This design comes from an exercise in tuning for small area, a short achievable clock period and few clock cycles on the open sky130 flow, not from production work. RTL that was checked went through simulation tests only; none was proved equivalent to the original. Only the layout flow was run in runs 3 and 4; the RTL was not checked for function there.

==> design/flow/design.v <==
module serper_unit (
    input  wire        clk,
    input  wire        rst,
    input  wire        in_valid,
    output wire        in_ready,
    input  wire [15:0] in_w,
    input  wire        in_draining,
    input  wire        in_ce,
    input  wire        in_brk,
    input  wire        in_nine,
    input  wire [15:0] in_bit_time,
    input  wire [18:0] in_frame,
    input  wire [31:0] in_now,
    input  wire [31:0] in_done_at,
    input  wire [18:0] in_frozen_rem,
    input  wire [18:0] in_accum,
    output wire        out_valid,
    output wire        out_noop,
    output wire [19:0] out_baud,
    output wire [18:0] out_tx_period,
    output wire [16:0] out_rx_period,
    output wire        out_resc,
    output wire        out_sched,
    output wire [15:0] out_bit_time,
    output wire [18:0] out_frame,
    output wire [31:0] out_time
);
    localparam [1:0] S_IDLE = 2'd0, S_MUL = 2'd1, S_DIV = 2'd2;
    reg  [1:0]  st;
    reg  [2:0]  cnt;
    reg  [15:0] period;
    reg         period_set;
    reg         vld_q, noop_q, resc_q, nine_q, ce_q, brk_q, qv_q;
    reg  [31:0] now_q;
    reg  [15:0] dvs;
    reg  [18:0] aq;
    reg  [35:0] x;
    wire [15:0] m1_in = {1'b0, in_w[14:0]} + 16'd1;
    wire noop = period_set && (in_w == period);
    wire resc = !noop && in_draining && (m1_in != in_bit_time);
    wire [32:0] dd    = {1'b0, in_done_at} - {1'b0, in_now};
    wire [18:0] rem_c = dd[32] ? 19'd0 : dd[18:0];
    wire [18:0] mn_a  = (in_accum < in_frame) ? in_accum : in_frame;
    wire [18:0] opa   = in_ce ? (in_brk ? in_frozen_rem : rem_c) : mn_a;
    wire        a_zero = (opa == 19'd0);
    assign in_ready = (st == S_IDLE);
    wire acc   = in_valid && in_ready;
    wire start = resc && !a_zero;
    wire [14:0] m  = period[14:0];
    wire [15:0] m1 = {1'b0, m} + 16'd1;
    reg [17:0] rate;
    always @(*) begin
        if      (m > 15'd31112) rate = 18'd110;
        else if (m > 15'd11440) rate = 18'd300;
        else if (m > 15'd5729)  rate = 18'd600;
        else if (m > 15'd2864)  rate = 18'd1200;
        else if (m > 15'd1432)  rate = 18'd2400;
        else if (m > 15'd715)   rate = 18'd4800;
        else if (m > 15'd357)   rate = 18'd9600;
        else if (m > 15'd237)   rate = 18'd14400;
        else if (m > 15'd178)   rate = 18'd19200;
        else if (m > 15'd108)   rate = 18'd31400;
        else if (m > 15'd88)    rate = 18'd38400;
        else if (m > 15'd58)    rate = 18'd57600;
        else if (m > 15'd28)    rate = 18'd115200;
        else if (m > 15'd25)    rate = 18'd128000;
        else if (m > 15'd12)    rate = 18'd256000;
        else                    rate = 18'd110;
    end
    assign out_baud = period[15] ? {1'b0, rate, 1'b0} : {2'b00, rate};
    wire [18:0] m10 = {1'b0, m1, 2'b00} + {3'b000, m1};       
    assign out_tx_period = {m10[17:0], 1'b0} + (period[15] ? {3'b000, m1} : 19'd0);
    assign out_frame     = {m10[17:0], 1'b0} + (nine_q     ? {3'b000, m1} : 19'd0);
    wire rx_big = period[15] ? (m >= 15'd82) : (m >= 15'd90);
    assign out_rx_period = rx_big ? out_tx_period[18:2] : 17'd227;
    assign out_bit_time  = m1;
    assign out_valid = vld_q;
    assign out_noop  = noop_q;
    assign out_resc  = resc_q;
    assign out_sched = resc_q && ce_q && !brk_q;
    wire        cin  = qv_q && ce_q && (x[35:20] != 16'd0);
    wire [31:0] tadd = (ce_q && !brk_q) ? now_q : 32'd0;
    assign out_time  = tadd + {12'd0, qv_q ? x[19:0] : 20'd0} + {31'd0, cin};
    function [2:0] ncyc(input [15:0] n);
        ncyc = (n[15:12] != 4'd0) ? 3'd4 :
               (n[11:8]  != 4'd0) ? 3'd3 :
               (n[7:4]   != 4'd0) ? 3'd2 : 3'd1;
    endfunction
    wire [2:0] nc_in = ncyc(m1_in);
    wire [2:0] nc    = ncyc(m1);
    wire        idle  = (st == S_IDLE);
    wire [35:0] x_src = idle ? {20'd0, m1_in} : x;
    wire [18:0] a_src = idle ? opa : aq;
    wire [39:0] msum  = {4'd0, x_src} + ({21'd0, a_src} * x_src[3:0]) * 40'h10000;
    wire [35:0] x_mul = msum[39:4];
    reg  [35:0] x_div;
    reg  [17:0] t;
    integer i;
    always @(*) begin
        x_div = x;
        for (i = 0; i < 4; i = i + 1) begin
            t     = {1'b0, x_div[35:19]} - {2'b00, dvs};
            x_div = {(t[17] ? x_div[34:19] : t[15:0]), x_div[18:0], !t[17]};
        end
    end
    always @(posedge clk) begin
        if (rst) begin
            st         <= S_IDLE;
            period     <= 16'h0000;
            period_set <= 1'b0;
            vld_q      <= 1'b0;
        end else begin
            vld_q <= 1'b0;
            case (st)
                S_IDLE: begin
                    noop_q <= noop;
                    resc_q <= resc;
                    nine_q <= in_nine;
                    ce_q   <= in_ce;
                    brk_q  <= in_brk;
                    now_q  <= in_now;
                    dvs    <= in_bit_time;
                    aq     <= opa;
                    qv_q   <= start;
                    x      <= x_mul;
                    cnt    <= 3'd1;
                    if (acc) begin
                        if (!noop) begin
                            period     <= in_w;
                            period_set <= 1'b1;
                        end
                        if (start) begin
                            if (nc_in == 3'd1) begin
                                cnt <= 3'd0;
                                st  <= S_DIV;
                            end else
                                st  <= S_MUL;
                        end else
                            vld_q <= 1'b1;
                    end
                end
                S_MUL: begin
                    x   <= x_mul;
                    cnt <= cnt + 3'd1;
                    if (cnt + 3'd1 == nc) begin
                        cnt <= 3'd0;
                        st  <= S_DIV;
                    end
                end
                default: begin
                    x   <= x_div;
                    cnt <= cnt + 3'd1;
                    if (cnt == nc) begin
                        vld_q <= 1'b1;
                        st    <= S_IDLE;
                    end
                end
            endcase
        end
    end
endmodule
==> design/flow/run.sh <==
#!/bin/bash
# synth_recipe.tcl (not shown) runs the flow's synth.tcl, then flattens the netlist and writes it again
# the make line also repeats each setting of config.mk as NAME=value (left out here)
make -C /OpenROAD-flow-scripts/flow DESIGN_CONFIG=/design/flow/config.mk WORK_HOME=/design/flow/orfs CLKGATE_MAP_FILE= SYNTH_SCRIPT=/design/flow/synth_recipe.tcl finish
==> design/flow/config.mk <==
export PLATFORM = sky130hd
export DESIGN_NAME = serper_unit
export DESIGN_NICKNAME = serper_unit
export VERILOG_FILES = /design/flow/design.v
export SDC_FILE = /design/flow/constraint.sdc
export NUM_CORES = 4
export LEC_CHECK = 0
export CAP_MARGIN = 20
export CORE_MARGIN = 2
export CORE_UTILIZATION = 40
export SLEW_MARGIN = 20
==> design/flow/constraint.sdc <==
create_clock -name core_clock -period 12.0 [get_ports {clk}]
set_input_delay 2.4000 -clock core_clock [delete_from_list [all_inputs] [get_ports {clk}]]
set_output_delay 2.4000 -clock core_clock [all_outputs]
set_load 0.01 [all_outputs]
==> summary.txt, run 1 <==
status=complete, no violations; prevailing post-synth register cell=edfxtp_1; Root Driver=clkbuf_16; Final Setup Violations=0; HP Class=reg -> reg; top cells by area, synth=edfxtp_1 (17%), ha_1 (15%), xnor2_1 (6.4%), fa_1 (4.6%), nand2_1 (4.6%); Die ar.=0.0503 sq mm; clock sink count=132; initial core utilization=40.6%; Post-Syn Instances=2446; DRC errors left=0; type of origin of the critical path=flip-flop; Max Clock Skew=0.0154 ns; global-route wire length before repair=98500 um; worst stage delay on the critical path=0.51 ns; maximum clock rate=0.0896 GHz; clk latency of the worst-skew pair=0.45 ns; largest area contributor in the netlist=edfxtp_1; nets=3120; via density per instance=5.60; sequential share of the synthesized area=19.4%; Pre-antenna DRT Iters=6; Placed Cells=3285; Initial DRC Count=1349; post-synthesis average cell area=7.94 sq um; # fillers=4719; Core ar.=0.0478 sq mm; MaxCap Viol Count=0; top cell type's share of synthesized area=17.3%; Place WS=0.647 ns; clk buf depth=2; RSZ-0062 raised after global routing=no; CTS Hold Bufs=0; CP dominant cell by count=ha_1; asr flop ratio synth=0%; arrival time worst endpoint=11.35 ns; Final Core Density=49.1%; Hold Fails Final Rpt=0; Num CTS Buffers=17; CP Max Fanout=20; die width=224 um; DRT Wirelength=62700 um; H-tree Lvls=4; initial antenna violation count=6; Final Cycle Share=93.0%; routability cong.=0.883; CTS tree=built; layout cells sized above 1=4.40%; largest net degree at the start of global routing=77; slew margin rel.=34.3%; Slew Viols, Final=0; #FFs+latches synth=132; fin cells=3322; Total GRT Usage=24.5%; num ports=288; Detailed Place HPWL=51200 um; total number of vias=18600; # port buffers=285; slowest CP cell=edfxtp_1; worst setup margin=0.841 ns; required time worst endpoint=12.19 ns; ANT nets after route=0; routed length per placed instance=18.9 um; post-layout min period=11.16 ns; nature of the critical path endpoint=flip-flop; EDFF count, synth=112; Ys Warns=1; vias in the first global route=18400; Setup CP Type=reg -> reg; grt ovf=0; Die Height=224 um; mapped cell area=0.0194 sq mm; Distinct cells, synth=86; area grow syn2layout=21.1%; measured slew at the worst slew-check pin=0.983 ns; Final TNS setup=0 ns; FP Rows=80; Clock Pin Slew Worst Setup and Hold Paths=0.06 ns
[placed cells by master, fill, tap and decap left out, types with 10 or more instances in the layout]
| cell type | instances |
|---|---|
| clkdlybuf4s50_1 | 285 |
| nand2_1 | 238 |
| ha_1 | 226 |
| nor2_1 | 219 |
| inv_1 | 181 |
| a21oi_1 | 174 |
| xnor2_1 | 141 |
| o21ai_0 | 133 |
| edfxtp_1 | 112 |
| and2_1 | 87 |
| xor2_1 | 71 |
| a21o_1 | 65 |
| nand3_1 | 62 |
| nor2b_1 | 59 |
| nor3_1 | 52 |
| fa_1 | 45 |
| mux2i_1 | 42 |
| o21a_1 | 39 |
| mux2_2 | 34 |
| and3_1 | 29 |
| nand4_1 | 28 |
| nand2b_1 | 25 |
| o211ai_1 | 22 |
| a211oi_1 | 20 |
| dfxtp_1 | 19 |
| buf_4 | 19 |
| or3_1 | 18 |
| nor4_1 | 17 |
| clkbuf_16 | 17 |
| or2_2 | 15 |
| o31ai_1 | 15 |
| a21boi_0 | 15 |
| o21bai_1 | 13 |
| a31oi_1 | 11 |
| o31a_1 | 10 |
[cell type report]
class	instances	area, sq um	share of cell area, %
Sequential cell	132	3760	16.0
Timing Repair Buffer	304	3000	12.7
Multi-Input combinational cell	2048	14700	62.3
Clock inverter	14	185	0.788
Inverter	186	698	2.97
Clock buffer	18	429	1.83
Tap cell	615	769	3.27
Antenna cell	5	12.5	0.0532
[cells in the mapped netlist (5+ instances only)]
master    number
a211o_1        6
a211oi_1      20
a21boi_0      15
a21o_1        65
a21oi_1      176
a31oi_1       11
a41oi_1        8
and2_1        87
and3_1        29
clkbuf_1      70
dfxtp_1       20
edfxtp_1     112
fa_1          45
ha_1         226
inv_1        182
mux2_2        34
mux2i_1       42
nand2_1      238
nand2b_1      25
nand3_1       62
nand4_1       28
nand4b_1       5
nor2_1       220
nor2b_1       59
nor3_1        52
nor4_1        17
o211ai_1      22
o21a_1        39
o21ai_0      134
o21bai_1      13
o311a_1        7
o31a_1        10
o31ai_1       15
or2_2         15
or3_1         18
or4_1          5
xnor2_1      141
xor2_1        71
[metal layers]
metal / global-route usage [%] / vias to the layer above / share of wire, %
li1: - / 9220 / -
met1: 34.0 / 8736 / 47
met2: 38.5 / 561 / 44
met3: 4.10 / 81 / 5.8
met4: 8.50 / 0 / 3.0
met5: 0 / - / 0
[registers in the layout, indices dropped and copies added, names as in the netlist]
signal / flops
brk_q: 1
now_q: 32
noop_q: 1
vld_q: 1
period_set: 1
resc_q: 1
dvs: 16
period: 16
st: 2
nine_q: 1
qv_q: 1
x: 36
aq: 19
ce_q: 1
cnt: 3
[critical path: cells and delay by family (launching register included)]
family	cells	cell delay, ns
compound gates	22	5.80
mux	5	1.41
fa+ha+maj	4	1.09
simple gates	7	1.06
buf+inv	5	1.00
flops	1	0.51
[cell families (layout without fill, tap and decap cells)]
logic type	Yosys count	in the layout	synth area share, %
compound gates	609	609	20.3
xor+xnor	212	212	9.56
fa+ha+maj	271	271	19.2
buf+inv	267	522	5.30
flops	132	132	19.4
mux	79	79	4.35
other cells	1	7	0.0193
simple gates	875	875	21.9
[timing repair]
action                     4_1_cts  5_1_grt
setup endpoints to repair        0       16
buffers inserted                 0        0
resized for setup                0        2
[metrics by stage]
stage / cell area [sq um] / hold WS (ns)
after floorplan: 19400 / 0.440
after global placement: 22900 / 0.454
after detailed placement: 22900 / 0.465
after CTS: 23500 / 0.479
after global routing: 23500 / 0.527
final: 23500 / 0.477
[final timing paths]
check             slack [ns]  startpoint  depth (start not counted)          to
setup / recovery        0.84      dvs[1]                         43       x[20]
hold reg to reg         0.48  period_set                          2  period_set
hold / removal          0.48  period_set                          2  period_set
setup reg to reg        0.84      dvs[1]                         43       x[20]
Testbench counts, summed over its fixed seeds: cycles 8,414.
==> run 2: changes to the inputs <==
--- a/design/flow/config.mk
+++ b/design/flow/config.mk
@@ -8,4 +8,5 @@
 export CAP_MARGIN = 20
 export CORE_MARGIN = 2
 export CORE_UTILIZATION = 40
+export SETUP_SLACK_MARGIN = 5
 export SLEW_MARGIN = 20
==> summary.txt, run 2 <==
status=complete, no violations; initial antenna violation count=8 (+2); HP Class=reg -> reg; Core ar.=0.0478 sq mm (unchanged); #FFs+latches synth=132 (unchanged); DRT Wirelength=71000 um (+13%); Total GRT Usage=26.4% (+1.9 points); termination of the worst setup path=x[35]; Reg2Reg Depth=48 (+12%); Detailed Place HPWL=50700 um (-1.1%); routed length per placed instance=19.6 um (+3.9%); nature of the critical path endpoint=flip-flop; area of the multi-input gates=0.0168 sq mm (+14%); EDFF count, synth=112 (unchanged); maximum clock rate=0.103 GHz (+15%); worst stage delay on the critical path=0.42 ns (-0.09 ns); # fillers=4225 (-10%); Synth Area in Compound Gates=20.3% (unchanged); Num CTS Buffers=17 (unchanged); most common cell after layout, fill and taps aside=buf_4; Most Crowded Layer GR=met2; clk latency of the worst-skew pair=0.46 ns (about the same); top cells by area, synth=edfxtp_1 (17%), ha_1 (15%), xnor2_1 (6.4%), fa_1 (4.6%), nand2_1 (4.6%); post-synthesis mux area share=4.35% (unchanged); total number of vias=20300 (+9.3%); DP Area=0.0231 sq mm (+0.81%); CP dominant cell by count=buf_6; top cell type's share of synthesized area=17.3% (unchanged); global-route wire length before repair=105000 um (+7.0%); sequential share of the synthesized area=19.4% (unchanged); largest family of logic cells by synthesized area=simple AND/OR/NAND/NOR gates; required time worst endpoint=12.21 ns (+0.02 ns); Hold Fails Final Rpt=0 (unchanged); Max Clock Skew=0.0121 ns (-0.00330 ns); clock sink count=132 (unchanged); initial core utilization=40.6% (unchanged); register area=0.00379 sq mm (+0.80%); Initial DRC Count=1483 (+9.9%); Slew Viols, Final=0 (unchanged); commonest cells after routing, fill and taps aside=buf_4 (243), nand2_1 (230), nor2_1 (205), clkdlybuf4s50_1 (173), ha_1 (157); nets=3414 (+9.4%); slew margin rel.=20.9% (-13 points); post-synthesis xor/xnor area fraction=9.56% (unchanged); GRT met1 Usage=35.9% (+1.9 points); RSZ-0062 raised after global routing=yes; post-synthesis average cell area=7.94 sq um (unchanged); Setup CP Type=reg -> reg; Design Area, Final=0.0280 sq mm (+19%); # port buffers=285 (unchanged); routability cong.=0.886 (+0.29%); die width=224 um (unchanged); type of origin of the critical path=flip-flop; largest net degree at the start of global routing=77 (unchanged); R2R setup slack=2.30 ns (+1.46 ns); Clock Pin Slew Worst Setup and Hold Paths=0.06 ns (about the same); Worst R2R Start=x[20]; CP Max Fanout=8 (-60%); adder-cell share of the synthesized area=19.2% (unchanged); simple-gate portion of the synthesized area=21.9% (unchanged); CTS tree=built; Die Height=224 um (unchanged); arrival time worst endpoint=9.91 ns (-1.44 ns); slowest CP cell=edfxtp_1; Ys Warns=1 (unchanged); Largest Register=x; Post-Syn Instances=2446 (unchanged); MaxCap Viol Count=0 (unchanged); Distinct cells, synth=86 (unchanged); met2 Usage GRT=42.7% (+4.2 points); asr flop ratio synth=0% (unchanged); measured slew at the worst slew-check pin=1.15 ns (+0.171 ns); layout cells sized above 1=26.1% (+22 points); ANT nets after route=0 (unchanged); largest area contributor in the netlist=edfxtp_1; fin cells=3619 (+8.9%); post-layout min period=9.70 ns (-1.46 ns); area grow syn2layout=44.2%; Largest regs=x: 36 flops, now_q: 32 flops, aq: 19 flops; FP Rows=80 (unchanged); Root Driver=clkbuf_16; clk buf depth=2 (unchanged); DRC errors left=0 (unchanged); Final TNS setup=0 ns (unchanged); Placed Cells=3276 (-0.27%); number of flip-flops in the largest register=36 (unchanged); Pre-antenna DRT Iters=5 (-1); num ports=288 (unchanged); via density per instance=5.62 (+0.32%); Final Setup Violations=0 (unchanged); Die ar.=0.0503 sq mm (unchanged); grt ovf=0 (unchanged); vias in the first global route=19400 (+5.9%); mapped cell area=0.0194 sq mm (unchanged); Final Cycle Share=80.9% (-12 points); H-tree Lvls=4 (unchanged); Setup crit start=x[20]; R2R Path End=x[35]; Post-synth top cells=nand2_1 (238), ha_1 (226), nor2_1 (220), inv_1 (182), a21oi_1 (176); most common cell in the netlist=nand2_1; prevailing post-synth register cell=edfxtp_1; GRT met3 Usage=3.67% (-0.43 points)
[run 2: cell counts after synthesis]
Identical to the previous run, type by type.
[run 2: area by class of cell]
type | count | area share (%)
Multi-Input combinational cell | 2052 | 59.9
Timing Repair Buffer | 594 | 19.2
Sequential cell | 132 | 13.6
Tap cell | 615 | 2.75
Inverter | 186 | 2.55
Clock buffer | 17 | 1.52
Clock inverter | 15 | 0.559
Antenna cell | 8 | 0.0715
[run 2: worst max-delay path: cells and delay by family (launching register included)]
kind,cells,cell delay (ns)
AOI/OAI and AO/OA,23,5.23
adders and majority gates,4,0.99
buffers and inverters,9,1.00
DFF,1,0.42
muxes,2,0.58
and+or+nand+nor,10,1.19
[run 2: layer usage]
| layer | share of wire (%) | vias up |
|---|---|---|
| met3 | 5.7 | 114 |
| li1 | - | 9822 |
| met2 | 47 | 724 |
| met1 | 45 | 9666 |
| met5 | 0 | - |
| met4 | 3.3 | 0 |
[run 2: how the worst min path moves through the flow]
stage / cells past startpoint / to / from / slack [ns]
2_1_floorplan: 2 / period_set / period_set / 0.44
3_3_place_gp: 2 / period_set / period_set / 0.46
3_5_place_dp: 2 / period_set / period_set / 0.46
4_1_cts: 2 / period_set / period_set / 0.48
5_1_grt: 2 / period_set / period_set / 0.55
6_report: 2 / period_set / period_set / 0.48
[run 2: kinds of logic (layout without fill, tap and decap cells)]
kind of cell | after synthesis | count (layout)
AND/OR/NAND/NOR | 875 | 876
buffers and inverters | 267 | 812
flip-flops | 132 | 132
adder cells (fa/ha/maj) | 271 | 271
other | 1 | 10
XOR/XNOR | 212 | 212
multiplexers | 79 | 79
AO/OA/AOI/OAI | 609 | 612
[run 2: stage by stage]
step,setup slack [ns],hold slack [ns],utilization [%]
global route,2.02,0.546,58.5
global placement,1.26,0.456,48.2
floorplan,2.55,0.440,-
CTS,2.20,0.477,55.1
finish,2.30,0.475,58.5
detailed placement,1.01,0.463,48.2
[run 2: timing repair]
item	4_1_cts	5_1_grt
resized for setup	363	337
endpoints found under the setup margin	79	64
gates cloned	4	1
pin swaps	130	163
hold buffers	0	0
setup buffers	221	77
==> run 3: changes to the inputs <==
--- a/design/flow/design.v
+++ b/design/flow/design.v
@@ -27,7 +27,7 @@
 );
     localparam [1:0] S_IDLE = 2'd0, S_MUL = 2'd1, S_DIV = 2'd2;
     reg  [1:0]  st;
-    reg  [2:0]  cnt;
+    reg  [3:0]  cnt;
     reg  [15:0] period;
     reg         period_set;
     reg         vld_q, noop_q, resc_q, nine_q, ce_q, brk_q, qv_q;
@@ -98,7 +98,7 @@
     integer i;
     always @(*) begin
         x_div = x;
-        for (i = 0; i < 4; i = i + 1) begin
+        for (i = 0; i < 2; i = i + 1) begin
             t     = {1'b0, x_div[35:19]} - {2'b00, dvs};
             x_div = {(t[17] ? x_div[34:19] : t[15:0]), x_div[18:0], !t[17]};
         end
@@ -123,7 +123,7 @@
                     aq     <= opa;
                     qv_q   <= start;
                     x      <= x_mul;
-                    cnt    <= 3'd1;
+                    cnt    <= 4'd1;
                     if (acc) begin
                         if (!noop) begin
                             period     <= in_w;
@@ -131,7 +131,7 @@
                         end
                         if (start) begin
                             if (nc_in == 3'd1) begin
-                                cnt <= 3'd0;
+                                cnt <= 4'd0;
                                 st  <= S_DIV;
                             end else
                                 st  <= S_MUL;
@@ -141,16 +141,16 @@
                 end
                 S_MUL: begin
                     x   <= x_mul;
-                    cnt <= cnt + 3'd1;
-                    if (cnt + 3'd1 == nc) begin
-                        cnt <= 3'd0;
+                    cnt <= cnt + 4'd1;
+                    if (cnt + 4'd1 == {1'b0, nc}) begin
+                        cnt <= 4'd0;
                         st  <= S_DIV;
                     end
                 end
                 default: begin
                     x   <= x_div;
-                    cnt <= cnt + 3'd1;
-                    if (cnt == nc) begin
+                    cnt <= cnt + 4'd1;
+                    if (cnt == {nc, 1'b1}) begin
                         vld_q <= 1'b1;
                         st    <= S_IDLE;
                     end
--- a/design/flow/config.mk
+++ b/design/flow/config.mk
@@ -8,5 +8,4 @@
 export CAP_MARGIN = 20
 export CORE_MARGIN = 2
 export CORE_UTILIZATION = 40
-export SETUP_SLACK_MARGIN = 5
 export SLEW_MARGIN = 20
==> summary.txt, run 3 <==
Detailed Place HPWL=48500 um (-4.3%); nature of the critical path endpoint=flip-flop; fin cells=3173 (-12%); Ys Warns=1 (unchanged); Post-synth top cells=nor2_1 (237), inv_1 (215), ha_1 (195), a21oi_1 (192), nand2_1 (164); DP Area=0.0217 sq mm (-6.0%); Most Crowded Layer GR=met2; Largest regs=x: 36 flops, now_q: 32 flops, aq: 19 flops; Largest Register=x; Core ar.=0.0452 sq mm (-5.6%); Distinct cells, synth=83 (-3.5%); largest net degree at the start of global routing=74 (-3.9%); most common cell after layout, fill and taps aside=clkdlybuf4s50_1; Design Area, Final=0.0222 sq mm (-21%); commonest cells after routing, fill and taps aside=clkdlybuf4s50_1 (285), nor2_1 (236), inv_1 (214), ha_1 (195), a21oi_1 (190); Post-Syn Instances=2314 (-5.4%); mapped cell area=0.0182 sq mm (-6.1%); top cells by area, synth=edfxtp_1 (19%), ha_1 (13%), xnor2_1 (6.3%), a21oi_1 (5.3%), nor2_1 (4.9%); global-route wire length before repair=92900 um (-12%); Final Setup Violations=0 (unchanged); total number of vias=17600 (-13%); # port buffers=285 (unchanged); EDFF count, synth=113 (+0.89%); Setup CP Type=in -> reg; post-synthesis average cell area=7.88 sq um (-0.69%); Num CTS Buffers=17 (unchanged); Hold Fails Final Rpt=0 (unchanged); CTS Hold Bufs=0 (unchanged); initial core utilization=40.4% (-0.21 points); area grow syn2layout=21.9%; top cell type's share of synthesized area=18.6% (+1.3 points); clock sink count=133 (+0.76%); prevailing post-synth register cell=edfxtp_1; routed length per placed instance=18.6 um (-5.0%); CP Max Fanout=16 (+8); initial antenna violation count=1 (-7); Setup crit start=in_frame[13]; status=complete, no violations; Final Core Density=49.2% (-9.3 points); GRT met3 Usage=3.21% (-0.46 points); Die Height=218 um (-3.0%); MaxCap Viol Count=0 (unchanged); measured slew at the worst slew-check pin=0.997 ns (-0.156 ns); Clock Pin Slew Worst Setup and Hold Paths=0.07 ns (about the same); slew margin rel.=33.5% (+13 points); type of origin of the critical path=input port; Final TNS setup=0 ns (unchanged); ANT nets after route=0 (unchanged); Pre-antenna DRT Iters=6 (+1); most common cell in the netlist=nor2_1; H-tree Lvls=4 (unchanged); number of flip-flops in the largest register=36 (unchanged); slowest CP cell=nor4_1; DRC errors left=0 (unchanged); post-layout min period=10.94 ns (+1.24 ns); clk buf depth=2 (unchanged); routability cong.=0.961 (+8.5%); worst setup margin=1.06 ns (-1.24 ns); CTS resizes=0 (-100%); #FFs+latches synth=133 (+0.76%); asr flop ratio synth=0% (unchanged); via density per instance=5.55 (-1.2%); required time worst endpoint=12.17 ns (-0.04 ns); worst stage delay on the critical path=0.56 ns (+0.14 ns); arrival time worst endpoint=11.11 ns (+1.20 ns); RSZ-0062 raised after global routing=no; Final Cycle Share=91.2% (+10 points); Initial DRC Count=1116 (-25%); # fillers=4385 (+3.8%); Root Driver=clkbuf_16; met2 Usage GRT=43.3% (+0.66 points); postcts setup bufs=0 (-100%); Placed Cells=3141 (-4.1%); Worst R2R Start=st[1]; grt ovf=0 (unchanged); CTS tree=built; nets=2958 (-13%); clk latency of the worst-skew pair=0.44 ns (-0.02 ns); vias in the first global route=17100 (-12%); DRT Wirelength=59100 um (-17%); Slew Viols, Final=0 (unchanged); Total GRT Usage=24.7% (-1.7 points); Max Clock Skew=0.0113 ns (-0.000788 ns); Antenna diodes=0 (-8); layout cells sized above 1=4.74% (-21 points); die width=218 um (-3.0%); sequential share of the synthesized area=20.8% (+1.4 points); HP Class=reg -> reg; maximum clock rate=0.0914 GHz (-11%); FP Rows=78 (-2.5%); CP dominant cell by count=fa_1; Place WS=0.685 ns (-0.329 ns); largest area contributor in the netlist=edfxtp_1; GRT met1 Usage=32.0% (-3.9 points); num ports=288 (unchanged); Die ar.=0.0473 sq mm (-5.9%); HP Start=period_set
run 3: cell type report:
type	instances	area [sq um]	share of cell area (%)
Multi-Input combinational cell	1890	13300	60.0
Sequential cell	133	3790	17.1
Timing Repair Buffer	302	2980	13.4
Inverter	216	811	3.64
Tap cell	600	751	3.37
Clock buffer	19	443	1.99
Clock inverter	13	125	0.562
run 3: routing by layer:
layer	up-vias	part of all wire, %	routed length [um]
met1	8351	45	26300
met2	547	48	28500
li1	8661	-	-
met3	53	5.3	3120
met4	2	1.9	1120
met5	-	0.027	16
run 3: cell families after synthesis:
| logic type | synth area share, % |
|---|---|
| and+or+nand+nor | 22.5 |
| AOI/OAI and AO/OA | 19.5 |
| buffers and inverters | 6.18 |
| adders and majority gates | 18.1 |
| xor gates and xnor gates | 9.35 |
| DFF | 20.8 |
| muxes | 3.57 |
| other | 0.0206 |
run 3: worst max-delay path: cells and delay by family:
family / cells / cell delay [ns]
AO/OA/AOI/OAI: 11 / 3.07
XOR/XNOR: 2 / 0.27
adder cells (fa/ha/maj): 5 / 2.22
buffers and inverters: 3 / 0.60
multiplexers: 2 / 0.61
AND/OR/NAND/NOR: 9 / 1.91
run 3: path summary, 6_finish.rpt:
check | end | slack [ns] | depth (start not counted)
worst max-delay path | x[33] | 1.06 | 32
worst min-delay path | period_set | 0.49 | 2
worst max register to register | x[33] | 4.01 | 28
worst min register to register | period_set | 0.49 | 2
run 3: through the flow:
step,hold WS [ns]
after floorplan,0.436
final,0.488
after detailed placement,0.463
after global placement,0.449
after CTS,0.483
after global routing,0.512
==> run 4: changes to the inputs <==
--- a/design/flow/design.v
+++ b/design/flow/design.v
@@ -91,7 +91,11 @@
     wire        idle  = (st == S_IDLE);
     wire [35:0] x_src = idle ? {20'd0, m1_in} : x;
     wire [18:0] a_src = idle ? opa : aq;
-    wire [39:0] msum  = {4'd0, x_src} + ({21'd0, a_src} * x_src[3:0]) * 40'h10000;
+    wire [39:0] msum  = {4'd0, x_src}
+                      + {5'd0, a_src & {19{x_src[0]}}, 16'd0}
+                      + {4'd0, a_src & {19{x_src[1]}}, 17'd0}
+                      + {3'd0, a_src & {19{x_src[2]}}, 18'd0}
+                      + {2'd0, a_src & {19{x_src[3]}}, 19'd0};
     wire [35:0] x_mul = msum[39:4];
     reg  [35:0] x_div;
     reg  [17:0] t;
==> summary.txt, run 4 <==
Die ar.=0.0459 sq mm (-3.1%); EDFF count, synth=113 (unchanged); CTS tree=built; Setup CP Type=in -> reg; CTS Hold Bufs=0 (unchanged); DRT Wirelength=54400 um (-8.0%); num ports=288 (unchanged); MaxCap Viol Count=0 (unchanged); #FFs+latches synth=133 (unchanged); # port buffers=285 (unchanged); most common cell in the netlist=inv_1; Core ar.=0.0439 sq mm (-2.8%); slowest CP cell=nor3b_4; Ys Warns=1 (unchanged); Final Setup Violations=0 (unchanged); via density per instance=5.44 (-2.0%); postcts setup bufs=0 (unchanged); # fillers=4344 (-0.94%); top cell type's share of synthesized area=19.2% (+0.60 points); nets=2795 (-5.5%); arrival time worst endpoint=10.00 ns (-1.11 ns); die width=214 um (-1.6%); largest area contributor in the netlist=edfxtp_1; HP Class=reg -> reg; top cells by area, synth=edfxtp_1 (19%), ha_1 (13%), fa_1 (7.1%), xnor2_1 (5.4%), inv_1 (4.5%); clock sink count=133 (unchanged); measured slew at the worst slew-check pin=0.994 ns (-0.00365 ns); Die Height=214 um (-1.6%); global-route wire length before repair=86100 um (-7.4%); Total GRT Usage=23.4% (-1.3 points); H-tree Lvls=4 (unchanged); routed length per placed instance=18.1 um (-2.7%); CP dominant cell by count=fa_1; slew margin rel.=33.8% (+0.24 points); area grow syn2layout=22.2%; total number of vias=16300 (-7.2%); largest net degree at the start of global routing=55 (-26%); clk latency of the worst-skew pair=0.45 ns (about the same); post-synthesis average cell area=8.19 sq um (+3.9%); post-layout min period=9.83 ns (-1.11 ns); DRC errors left=0 (unchanged); Num CTS Buffers=17 (unchanged); number of flip-flops in the largest register=36 (unchanged); sequential share of the synthesized area=21.5% (+0.67 points); status=complete, no violations; HP Start=period_set; RSZ-0062 raised after global routing=no; Worst R2R Start=st[1]; Final TNS setup=0 ns (unchanged); CP top delay family=adder cells; nature of the critical path endpoint=flip-flop; ANT nets after route=0 (unchanged); CP Max Fanout=14 (-2); routability cong.=0.925 (-3.8%); Root Driver=clkbuf_16; Reg2Reg Depth=24 (-14%); area of the multi-input gates=0.0127 sq mm (-4.4%); Largest regs=x: 36 flops, now_q: 32 flops, aq: 19 flops; Post-synth top cells=inv_1 (212), nor2_1 (194), ha_1 (177), nand2_1 (166), a21oi_1 (154); maximum clock rate=0.102 GHz (+11%); initial core utilization=40.2% (-0.15 points); layout cells sized above 1=5.27% (+0.53 points); termination of the worst setup path=x[33]; worst stage delay on the critical path=0.55 ns (about the same); Max Clock Skew=0.0152 ns (+0.00393 ns); R2R Path End=x[32]; asr flop ratio synth=0% (unchanged); commonest cells after routing, fill and taps aside=clkdlybuf4s50_1 (285), inv_1 (211), nor2_1 (193), ha_1 (177), nand2_1 (166); R2R setup slack=4.43 ns (+0.42 ns); Detailed Place HPWL=44600 um (-8.0%); FP Rows=77 (-1.3%); Distinct cells, synth=89 (+7.2%); Slew Viols, Final=0 (unchanged); CP Depth=32 (unchanged); Pre-antenna DRT Iters=7 (+1); Final Cycle Share=82.0% (-9.2 points); initial antenna violation count=1 (unchanged); mapped cell area=0.0177 sq mm (-3.1%); Post-Syn Instances=2157 (-6.8%); grt ovf=0 (unchanged); clk buf depth=2 (unchanged); Hold Fails Final Rpt=0 (unchanged); register area=0.00379 sq mm (about the same); prevailing post-synth register cell=edfxtp_1; crit path buf inv count=4 (+1); required time worst endpoint=12.17 ns (about the same); most common cell after layout, fill and taps aside=clkdlybuf4s50_1; Largest Register=x; Setup crit start=in_now[0]; CTS resizes=0 (unchanged); Initial DRC Count=1168 (+4.7%); type of origin of the critical path=input port; vias in the first global route=16200 (-5.8%); Clock Pin Slew Worst Setup and Hold Paths=0.06 ns (about the same)
run 4: cell types whose count changed in the layout (fill, tap and decap cells not counted), sizes merged, moves of 12 or more:
cell    change
a21oi      -38
nor3       -16
o21ai      -18
xnor2      -24
mux2       +12
nor4       -12
fa         +20
a211oi     -14
ha         -18
nor2       -43
nor2b      +17
xor2       +13
run 4: how the worst min path moves through the flow:
stage / end / slack (ns) / depth (start not counted)
2_1_floorplan: period_set / 0.44 / 2
6_report: period_set / 0.50 / 2
4_1_cts: period_set / 0.49 / 2
5_1_grt: period_set / 0.52 / 2
3_5_place_dp: period_set / 0.47 / 2
3_3_place_gp: period_set / 0.45 / 2
run 4: stage by stage:
stage,area (sq um),utilization (%),hold WS [ns],cells,setup slack [ns]
after floorplan,17700,-,0.440,2158,3.19
after global placement,21000,47.9,0.449,2968,1.96
after detailed placement,21000,47.9,0.471,2968,1.77
after CTS,21600,49.1,0.486,3000,2.24
after global routing,21600,49.1,0.517,3001,1.71
final,21600,49.1,0.499,3002,2.17
run 4: cell type report:
cell class | instances | area share (%)
multi-input combinational | 1733 | 59.0
tap | 592 | 3.43
inverter | 212 | 3.69
clock inverter | 15 | 0.603
sequential | 133 | 17.6
clock buffer | 17 | 1.97
timing repair buffer | 298 | 13.7
antenna | 2 | 0.0232
run 4: tightest hold or removal path: cells and delay by family (launching register included):
family | cells | cell delay (ns)
DFF | 1 | 0.34
and+or+nand+nor | 2 | 0.12
run 4: per-layer routing:
metal  part of all wire [%]  vias to the layer above  wire, um  global-route usage (%)
li1                       -                     8046         -                       -
met2                     51                      366     27500                    42.0
met4                    2.7                        0      1460                    7.73
met5                      0                        -         0                       0
met3                    4.1                       76      2210                    3.29
met1                     43                     7849     23200                    28.8
run 4: cell families after synthesis:
logic type | count (synthesis) | share of synthesized area [%]
AOI/OAI and AO/OA | 492 | 17.9
xor gates and xnor gates | 183 | 9.07
adders and majority gates | 240 | 19.7
buffers and inverters | 292 | 6.51
DFF | 133 | 21.5
muxes | 74 | 4.40
other | 1 | 0.0212
and+or+nand+nor | 742 | 21.0

-- static timing again, ports no longer ideal --
No port has a modelled driver above. Below, the same layouts with a new extraction and two added sets of constraints. Step 1 sets driving cells, clkbuf_16 on the clock port and buf_2 on the other inputs (assumed; they add their load-dependent delay and slew). Step 2 adds t to the input delays and takes it off the output delays; t is the mean of the earliest and latest rising clock arrival at the registers after step 1. Input paths then give back, and output paths get back, about the clock's delay inside the block. Three values: ideal ports, drivers, drivers and shift; two values: the first two.
| run | t (ns) | setup slack, ns | latest minus earliest clock arrival (ns) | worst slew at a driven data input, ns |
|---|---|---|---|---|
| run 1 | 0.499 | 0.841 / 0.841 / 0.754 | 0.017 / 0.017 | 0.09 |
| run 2 | 0.512 | 2.296 / 2.296 / 1.964 | 0.017 / 0.017 | 0.10 |
| run 3 | 0.492 | 1.057 / 1.081 / 0.589 | 0.013 / 0.014 | 0.08 |
| run 4 | 0.501 | 2.165 / 2.190 / 1.689 | 0.016 / 0.016 | 0.13 |
After both steps setup and hold are still met in every run listed. For run 4, which loses most, drivers alone change the setup slack by +0.025 ns; drivers and shift together by -0.476 ns.
